From an optimization exercise on the open Yosys and OpenROAD flow, aimed at small area, a short achievable clock period and few clock cycles per item; shortcuts taken in it are not production practice.
Function was checked by simulation only, so behaviour that the tests miss may differ from the original.

## run a
// ladder4_core
module ladder4_core (
    input  wire        clk,
    input  wire        rst,         
    input  wire        in_valid,
    output wire        in_ready,
    input  wire [31:0] in_x,
    input  wire [31:0] b0,
    input  wire [31:0] b1,
    input  wire [31:0] a1,
    input  wire [31:0] rg,
    input  wire [31:0] wta,
    input  wire [31:0] wtb,
    input  wire [31:0] wtc,
    input  wire [31:0] wtd,
    input  wire [31:0] wte,
    output reg         out_valid,
    output wire [31:0] out_y
);
For scale: ~7100 cells after synthesis, roughly 540 flip-flops, roughly 52000 um2 of cells after synthesis.
Settings: LEC_CHECK=0, ABC_AREA=1, CAP_MARGIN=20, CORE_MARGIN=2, CORE_UTILIZATION=40, SLEW_MARGIN=20; clock period 30.0 ns.
standard.sh (not shown) runs the stock make flow with config.mk's settings and CLKGATE_MAP_FILE= SYNTH_SCRIPT=/design/flow/synth_recipe.tcl, a recipe that flattens the netlist after the stock synthesis.
==> flow/flow/run.sh <==
#!/bin/bash
set -euo pipefail
MARGIN=$(cat flow/margin.txt)
bash standard.sh SETUP_SLACK_MARGIN=$MARGIN finish > standard.log 2>&1
==> flow/flow/margin.txt <==
22.5
Testbench counts of run a, summed over its fixed seeds: cycles 57,856, items 2,048.
diff inputs: run a => run b
==> flow/flow/margin.txt <==
23
Results
Per the comparison of run b with run a, routed wire length went up, clock-buffer cell count went up, final period utilization did not really move, non-clock buffer count went up, hold slack went down.
Compared with run a, in run b instance area at placement ~0 delta.


Another version of the RTL of ladder4_core (not shown whole).
Size in the first run: roughly 600 flip-flops, roughly 360 I/O pins.
clock: 30.0 ns
lec_check: 0
abc_area: 1
cap_margin: 20
core_margin: 2
core_utilization: 40
slew_margin: 20
run.sh (not shown) runs the stock make flow with config.mk's settings and CLKGATE_MAP_FILE= SYNTH_SCRIPT=/design/flow/synth_recipe.tcl, a recipe that flattens the netlist after the stock synthesis.
Stock flow here: none of the scripts above is used.
The starting point produced a clean layout.
Testbench counts at the start, summed over its fixed seeds: cycles 57,824, items 2,048.
Edit:
- ABC_AREA: 1 -> default
Outcome: The new run went through all stages and came out clean; count of clock-buffer cells in the layout came out higher by 1; sequential share of layout area came out lower by 1.9 points; core utilization came out lower by 0.94 points; routed wire length came out higher by 14%; via count came out higher by 12%; non-clock buffer count came out higher by 47.


Another version of the RTL of ladder4_core (not shown whole).
Size: about 510 flip-flops, about 360 I/O pins, roughly 0.050 mm^2 of cells after synthesis.
Settings: LEC_CHECK=0, ABC_AREA=1, CAP_MARGIN=20, CORE_MARGIN=2, CORE_UTILIZATION=45, CTS_BUF_LIST=sky130_fd_sc_hd__clkbuf_8 sky130_fd_sc_hd__clkbuf_4, CTS_CLUSTER_SIZE=30, SLEW_MARGIN=20; clock period 30.0 ns.
standard.sh (not shown) runs the stock make flow with config.mk's settings and CLKGATE_MAP_FILE= SYNTH_SCRIPT=/design/flow/synth_recipe.tcl, a recipe that flattens the netlist after the stock synthesis.
==> flow/flow/run.sh <==
#!/bin/bash
set -euo pipefail
MARGIN=$(cat flow/margin.txt)
bash standard.sh SETUP_SLACK_MARGIN=$MARGIN "BUFFER_PORTS_ARGS=-buffer_cell sky130_fd_sc_hd__buf_1" finish > standard.log 2>&1
==> flow/flow/margin.txt <==
22.5
Testbench counts at the start, summed over its fixed seeds: cycles 57,856, items 2,048.
Next try:
- CORE_UTILIZATION: 45 -> 40
Outcome: The new run passed the timing, design-rule and antenna checks; global-route usage went down by 4.4 points; clock skew fell by 0.0067 ns; worst setup slack gets worse by 0.066 ns; hold slack barely changes; sequential cell count is unchanged; critical path depth does not change.
Next try:
==> flow/flow/run.sh (replaced) <==
#!/bin/bash
set -euo pipefail
MARGIN=$(cat flow/margin.txt)
bash standard.sh SETUP_SLACK_MARGIN=$MARGIN finish > standard.log 2>&1
==> flow/flow/margin.txt (replaced) <==
22
- CTS_BUF_LIST: sky130_fd_sc_hd__clkbuf_8 sky130_fd_sc_hd__clkbuf_4 -> default
- CTS_CLUSTER_SIZE: 30 -> default
Result: The new run finished with timing, DRC and antenna clean; cell area is higher slightly; setup slack degrades by 0.40 ns; routed wire length is lower slightly; flip-flop and latch count does not change; critical path depth is higher by 1; core utilization is higher by 0.67 points; worst hold slack degrades by 0.017 ns; clock-buffer cell count is lower by 63; global-route usage is lower by 0.21 points.
Next try:
==> flow/flow/run.sh (replaced) <==
#!/bin/bash
set -euo pipefail
MARGIN=$(cat flow/margin.txt)
bash standard.sh SETUP_SLACK_MARGIN=$MARGIN "BUFFER_PORTS_ARGS=-buffer_cell sky130_fd_sc_hd__buf_2" finish > standard.log 2>&1
==> flow/flow/margin.txt (replaced) <==
22.5
- CTS_BUF_LIST: default -> sky130_fd_sc_hd__clkbuf_8 sky130_fd_sc_hd__clkbuf_4
- CTS_CLUSTER_SIZE: default -> 30
Outcome:
- The new run finished with timing, DRC and antenna clean
- sequential share of layout area is higher by 0.18 points
- hold slack improves by 0.018 ns
- count of clock-buffer cells in the layout is higher by 56
Next try:
==> flow/flow/run.sh (replaced) <==
#!/bin/bash
set -euo pipefail
MARGIN=$(cat flow/margin.txt)
bash standard.sh SETUP_SLACK_MARGIN=$MARGIN finish > standard.log 2>&1
After rerunning:
- The new run passed the timing, design-rule and antenna checks
- worst setup slack improved by 0.048 ns
- global-route usage came out lower by 0.17 points
- first-iteration DRC count goes down by about 3.6%
Next try:
==> flow/flow/run.sh (replaced) <==
#!/bin/bash
set -euo pipefail
MARGIN=$(cat flow/margin.txt)
bash standard.sh SETUP_SLACK_MARGIN=$MARGIN "BUFFER_PORTS_ARGS=-buffer_cell sky130_fd_sc_hd__buf_1" finish > standard.log 2>&1
- CORE_UTILIZATION: 40 -> 45
- CTS_BUF_LIST: sky130_fd_sc_hd__clkbuf_8 sky130_fd_sc_hd__clkbuf_4 -> sky130_fd_sc_hd__clkbuf_16 sky130_fd_sc_hd__clkbuf_8
- CTS_CLUSTER_SIZE: 30 -> 50
What happened: Area after synthesis is unchanged; non-clock buffer count fell by 15; cell area fell by 4.3%; register-to-register slack is about the same; setup slack is better by 0.022 ns; global-route usage rose by 4.1 points.

[afterwards: timing with drivers on the ports]
How much do the figures lean on ideal ports? The routed layouts below were timed once more, with nothing changed but the port constraints.
Step 1 assumes that a clkbuf_16 drives the clock port and a buf_2 every other input.
Step 2, shift: input delay + t, output delay - t, t = (earliest + latest rising clock arrival at the registers) / 2. This alone moves slack from input paths to output paths.
Slacks: ideal / step 1 / step 2; pairs: ideal / step 1.
| run | t (ns) | slack for setup (ns) | worst setup path at the end | cell pins on the clock port's net |
|---|---|---|---|---|
| run a | 0.742 | 22.507 / 22.434 / 21.875 | input to register | 1 |
| run b | 0.736 | 22.548 / 22.464 / 22.239 | input to register | 1 |
| the first run of note 2 | 0.722 | 17.982 / 17.982 / 17.982 | register to register | 1 |
| the second run of note 2 | 0.728 | 18.083 / 18.083 / 18.083 | register to register | 1 |
| the first run of note 3 | 0.804 | 22.526 / 22.453 / 21.805 | input to register | 1 |
| the second run of note 3 | 0.808 | 22.460 / 22.391 / 22.276 | input to register | 1 |
| the third run of note 3 | 0.739 | 22.061 / 21.985 / 21.648 | input to register | 1 |
| the fourth run of note 3 | 0.823 | 22.432 / 22.356 / 21.956 | input to register | 1 |
| the fifth run of note 3 | 0.810 | 22.479 / 22.402 / 21.790 | input to register | 1 |
| the sixth run of note 3 | 0.706 | 22.501 / 22.504 / 21.848 | input to register | 1 |
After both steps setup and hold are still met in every run listed. The setup slack of the first run of note 3, which loses most, moves by -0.073 ns with the drivers and by -0.721 ns with both steps.
